From an optimization exercise on the open Yosys and OpenROAD flow, aimed at small area, a short achievable clock period and few clock cycles; shortcuts taken in it are not production practice.
At most, simulation tests tie the RTL to the original design; equivalence was not proved.
Power is estimated from default activity; no workload was simulated.

==> 03-02 <==
Design sbf_engine, start of the top module:
module sbf_engine (
    input  wire        clk,
    input  wire        rst,           
    input  wire        cmd_valid,
    output wire        cmd_ready,
    input  wire [31:0] cmd_word,
    input  wire [4:0]  rd_idx,
    output reg  [31:0] rd_data
);
    localparam [15:0] SYNC_WORD = 16'h4024;
    localparam [3:0] ST_NONE      = 4'd0;
    localparam [3:0] ST_FRAME_OK  = 4'd1;
    localparam [3:0] ST_INC_HDR   = 4'd2;
    localparam [3:0] ST_NOT_FRAME = 4'd3;
    localparam [3:0] ST_MALFORMED = 4'd4;
    localparam [3:0] ST_NEED_MORE = 4'd5;
    localparam [3:0] ST_CRC_MIS   = 4'd6;
    localparam [3:0] ST_SYNC_FND  = 4'd7;
    localparam [3:0] ST_SYNC_NF   = 4'd8;
    localparam integer S_IDLE = 0;
    localparam integer S_PRE  = 1;    
    localparam integer S_HDR  = 2;    
    localparam integer S_BODY = 3;    
    localparam integer S_CBP  = 4;    
    localparam integer S_CB   = 5;    
    localparam integer S_HUNT = 6;    
    localparam integer S_RD   = 7;    
    localparam [1:0] J_SCAN = 2'd0;
    localparam [1:0] J_HUNT = 2'd1;
    localparam [1:0] J_CB   = 2'd2;
    function [15:0] crc_w8;
        input [15:0] c;
        input [63:0] d;
        begin
            crc_w8[0] = c[0] ^ c[1] ^ c[3] ^ c[4] ^ c[7] ^ c[8] ^ c[10] ^ c[15] ^ d[0] ^ d[2] ^ d[7] ^ d[8] ^ d[9] ^ d[11] ^ d[12] ^ d[15] ^ d[18] ^ d[24] ^ d[25] ^ d[27] ^ d[34] ^ d[35] ^ d[36] ^ d[43] ^ d[44] ^ d[46] ^ d[48] ^ d[51] ^ d[52] ^ d[56] ^ d[60];
            crc_w8[1] = c[1] ^ c[2] ^ c[4] ^ c[5] ^ c[8] ^ c[9] ^ c[11] ^ d[0] ^ d[1] ^ d[3] ^ d[9] ^ d[10] ^ d[12] ^ d[13] ^ d[19] ^ d[25] ^ d[26] ^ d[28] ^ d[35] ^ d[36] ^ d[37] ^ d[44] ^ d[45] ^ d[47] ^ d[49] ^ d[52] ^ d[53] ^ d[57] ^ d[61];
  ...
make LEC_CHECK=0 ABC_CLOCK_PERIOD_IN_PS=5000 CAP_MARGIN=20 CORE_MARGIN=2 CORE_UTILIZATION=40 SETUP_SLACK_MARGIN=4.6 SLEW_MARGIN=20 finish   # period 10.0 ns
run.sh (not shown) runs the stock make flow with config.mk's settings and CLKGATE_MAP_FILE= SYNTH_SCRIPT=/design/flow/synth_recipe.tcl, a recipe that flattens the netlist after the stock synthesis.
==> inputs of 06-25, as changes to 03-02 <==
--- a/flow/design.v
+++ b/flow/design.v
@@ -23,10 +23,11 @@
     localparam integer S_BODY = 3;    
     localparam integer S_CBP  = 4;    
     localparam integer S_CB   = 5;    
     localparam integer S_HUNT = 6;    
     localparam integer S_RD   = 7;    
+    localparam integer S_HFIN = 8;    
     localparam [1:0] J_SCAN = 2'd0;
     localparam [1:0] J_HUNT = 2'd1;
     localparam [1:0] J_CB   = 2'd2;
     function [15:0] crc_w8;
         input [15:0] c;
@@ -88,11 +89,11 @@
     reg [15:0] nok_r, ncrc_r;
     reg [8:0]  avail_r;       
     reg [7:0]  base;          
     reg [7:0]  pcur;          
     reg [7:0]  pfill;         
-    reg [7:0]  state;         
+    reg [8:0]  state;         
     reg [1:0]  job;           
     reg        is_next;       
     reg        is_step;       
     reg [4:0]  rword;         
     reg [2:0]  off_r;         
@@ -103,18 +104,20 @@
     reg [7:0]  ppos;          
     reg        nh8;           
     reg [2:0]  lane;          
     reg        hfirst;        
     reg        pb24;          
+    reg [8:0]  hd_r;          
     wire s_idle = state[S_IDLE];
     wire s_pre  = state[S_PRE];
     wire s_hdr  = state[S_HDR];
     wire s_body = state[S_BODY];
     wire s_cbp  = state[S_CBP];
     wire s_cb   = state[S_CB];
     wire s_hunt = state[S_HUNT];
     wire s_rd   = state[S_RD];
+    wire s_hfin = state[S_HFIN];
     assign cmd_ready = s_idle;
     wire [7:0]  op  = cmd_word[31:24];
     wire [23:0] imm = cmd_word[23:0];
     reg legal;
     always @(*) begin
@@ -257,11 +260,11 @@
     always @(posedge clk) begin
         if (adv)
             rword <= rword + 5'd1;
         if (rst) begin
             reset_regs;
-            state <= 8'd1 << S_IDLE;
+            state <= 9'd1 << S_IDLE;
         end else begin
             if (s_idle) begin
                 if (accept) begin
                     if (!legal) begin
                         err_r[0] <= 1'b1;
@@ -317,21 +320,21 @@
                                 job    <= J_HUNT;
                                 tpos   <= cur_r;
                                 ppos   <= pcur;
                                 cnt    <= avail_r;
                                 hfirst <= 1'b1;
-                                state  <= 8'd1 << S_PRE;
+                                state  <= 9'd1 << S_PRE;
                             end
                         end
                         8'h07: mode_r <= imm[0];                
                         8'h08: begin                            
                             if (read_bad)
                                 err_r[2] <= 1'b1;
                             else begin
                                 rword <= pread[7:3];
                                 lane  <= pread[2:0];
-                                state <= 8'd1 << S_RD;
+                                state <= 9'd1 << S_RD;
                             end
                         end
                         8'h10: crc_r <= imm[15:0];              
                         8'h11: crc_r <= crc1;                   
                         8'h12: rng_off <= imm;                  
@@ -343,11 +346,11 @@
                                 rword <= pstart[7:3];
                                 off_r <= pstart[2:0];
                                 cnt   <= rng_len[8:0];
                                 lane  <= 3'd0;
                                 job   <= J_CB;
-                                state <= 8'd1 << S_CBP;
+                                state <= 9'd1 << S_CBP;
                             end
                         end
                         8'h20, 8'h21, 8'h22: begin              
                             is_step <= (op != 8'h20);
                             is_next <= (op == 8'h22);
@@ -355,25 +358,25 @@
                                 status_r <= ST_INC_HDR;
                             else begin
                                 rword <= pcur[7:3] + 5'd1;
                                 off_r <= pcur[2:0];
                                 job   <= J_SCAN;
-                                state <= 8'd1 << S_PRE;
+                                state <= 9'd1 << S_PRE;
                             end
                         end
                         default: ;
                         endcase
                     end
                 end
             end
             if (s_cbp)
-                state <= 8'd1 << S_PRE;
+                state <= 9'd1 << S_PRE;
             if (s_pre) begin
                 case (job)
-                    J_SCAN:  state <= 8'd1 << S_HDR;
-                    J_HUNT:  state <= 8'd1 << S_HUNT;
-                    default: state <= 8'd1 << S_CB;
+                    J_SCAN:  state <= 9'd1 << S_HDR;
+                    J_HUNT:  state <= 9'd1 << S_HUNT;
+                    default: state <= 9'd1 << S_CB;
                 endcase
             end
             if (s_hdr) begin
                 h_sync <= chunk[15:0];
                 h_crc  <= chunk[31:16];
@@ -385,24 +388,24 @@
                 ppos   <= pcur + c_len[7:0];
                 if (c_len[2])
                     off_r <= off_r ^ 3'd4;
                 if (!sync_ok) begin
                     status_r <= ST_NOT_FRAME;
-                    state    <= 8'd1 << S_IDLE;
+                    state    <= 9'd1 << S_IDLE;
                 end else if (!len_ok) begin
                     status_r <= ST_MALFORMED;
-                    state    <= 8'd1 << S_IDLE;
+                    state    <= 9'd1 << S_IDLE;
                 end else begin
                     body_off <= cur_r + 9'd8;
                     body_len <= c_len - 16'd8;
                     next_off <= {8'd0, cur_r} + {1'b0, c_len};
                     if (!complete) begin
                         status_r <= ST_NEED_MORE;
-                        state    <= 8'd1 << S_IDLE;
+                        state    <= 9'd1 << S_IDLE;
                     end else begin
                         crc_r <= c_len[2] ? 16'd0 : crc8;
-                        state <= 8'd1 << S_BODY;
+                        state <= 9'd1 << S_BODY;
                     end
                 end
             end
             if (s_body) begin
                 crc_r <= crc8;
@@ -418,59 +421,63 @@
                         end else begin
                             if (ncrc_r != 16'hFFFF)
                                 ncrc_r <= ncrc_r + 16'd1;
                         end
                     end
-                    state <= 8'd1 << S_IDLE;
+                    state <= 9'd1 << S_IDLE;
                     if (fmatch)
                         status_r <= ST_FRAME_OK;
                     else if (is_next && !mode_r) begin
                         if (!nh8)
                             status_r <= ST_INC_HDR;
                         else
-                            state <= 8'd1 << S_HDR;
+                            state <= 9'd1 << S_HDR;
                     end else
                         status_r <= ST_CRC_MIS;
                 end
             end
             if (s_cb) begin
                 if (cnt[8:3] != 6'd0) begin
                     crc_r <= crc8;
                     cnt   <= cnt - 9'd8;
                     if (cnt == 9'd8)
-                        state <= 8'd1 << S_IDLE;
+                        state <= 9'd1 << S_IDLE;
                 end else begin
                     crc_r <= crc1;
                     cnt   <= cnt - 9'd1;
                     lane  <= lane + 3'd1;
                     if (cnt == 9'd1)
-                        state <= 8'd1 << S_IDLE;
+                        state <= 9'd1 << S_IDLE;
                 end
             end
             if (s_hunt) begin
                 if (h_hit) begin
-                    cur_r    <= tpos + h_d;
-                    pcur     <= ppos + h_d[7:0];
-                    avail_r  <= cnt - h_d;
-                    status_r <= ST_SYNC_FND;
-                    state    <= 8'd1 << S_IDLE;
+                    hd_r     <= h_d;
+                    state    <= 9'd1 << S_HFIN;
                 end else if (cnt <= 9'd8) begin
                     cur_r    <= fill_r - 9'd1;
                     avail_r  <= 9'd1;
                     pcur     <= pfill - 8'd1;
                     status_r <= ST_SYNC_NF;
-                    state    <= 8'd1 << S_IDLE;
+                    state    <= 9'd1 << S_IDLE;
                 end else begin
                     hfirst <= 1'b0;
                     pb24   <= e24[7];
                     tpos   <= tpos + 9'd8;
                     ppos   <= ppos + 8'd8;
                     cnt   <= cnt - 9'd8;
                 end
             end
+            if (s_hfin) begin
+                cur_r    <= tpos + hd_r;
+                pcur     <= ppos + hd_r[7:0];
+                avail_r  <= cnt - hd_r;
+                status_r <= ST_SYNC_FND;
+                state    <= 9'd1 << S_IDLE;
+            end
             if (s_rd) begin
                 rdata_r <= rdw[{lane, 3'b000} +: 8];
-                state   <= 8'd1 << S_IDLE;
+                state   <= 9'd1 << S_IDLE;
             end
         end
     end
 endmodule
--- a/flow/config.mk
+++ b/flow/config.mk
@@ -7,7 +7,7 @@
 export LEC_CHECK = 0
 export ABC_CLOCK_PERIOD_IN_PS = 5000
 export CAP_MARGIN = 20
 export CORE_MARGIN = 2
 export CORE_UTILIZATION = 40
-export SETUP_SLACK_MARGIN = 4.6
+export SETUP_SLACK_MARGIN = 4.3
 export SLEW_MARGIN = 20
==> run summary <==
- Count of clock-buffer cells in the layout: 03-02 is lower than 06-25 (2).
- First-iteration DRC count: 06-25 is lower than 03-02 (about 7%).
- In 03-02 the clock skew is higher than in 06-25, by 14 ps.
- Between 06-25 and 03-02, the lower register-to-register slack is in 06-25 (gap 30 ps).
- Against 06-25, the utilization of 03-02 is higher by 1.1 points.
==> figures <==
Result of the run: 06-25 complete, no violations; 03-02 complete, no violations
Instance count on the critical path: 06-25 9; 03-02 8
Slack of the worst reg-to-reg path: 06-25 4340 ps; 03-02 4370 ps
DRT iter0 DRCs: 06-25 10400; 03-02 11200
Worst VDD drop: 06-25 0.118 mV; 03-02 0.140 mV
Number of storage elements in the synthesis netlist: 06-25 2502; 03-02 2497
Vias per std cell: 06-25 6.18; 03-02 6.13
Worst min-delay path startpoint: 06-25 rdq[60]; 03-02 rdq[58]
Net total in the final layout: 06-25 8605; 03-02 8911
Combinational power: 06-25 2.31 mW; 03-02 2.48 mW
Number of fillers in the final layout: 06-25 24900; 03-02 24800
Number of vias in the routed layout: 06-25 76700; 03-02 78700
Testbench counts of 06-25, summed over its fixed seeds: cycles 95,993.
The RTL of 03-02 was laid out without a check of its function.

==> separate check: timing with driven ports <==
The results above use ideal ports. As a check the final layouts listed here were re-extracted and re-timed, cells and wires unchanged. Step 1: set_driving_cell puts a clkbuf_16 on clk and a buf_2 on each other input, an assumption about the parent block. Step 2 moves the port delays by t, midway between the first and last clock arrival at a register: inputs arrive t later, outputs are due t later. That takes back most of the time a late clock gives input paths. a / b / c = ideal / step 1 / step 2; a / b = the first two.
run	shift t [ns]	setup WS [ns]	hold slack, ns	latest minus earliest clock arrival (ns)	worst slew at a driven data input, ns
03-02	0.966	4.297 / 4.219 / 3.712	0.414 / 0.414 / 0.414	0.082 / 0.082	0.17
06-25	0.985	4.264 / 4.200 / 3.369	0.420 / 0.420 / 0.420	0.068 / 0.068	0.09
After both steps setup and hold are still met in every run listed. The setup slack of 06-25, which loses most, moves by -0.064 ns with the drivers and by -0.895 ns with both steps.
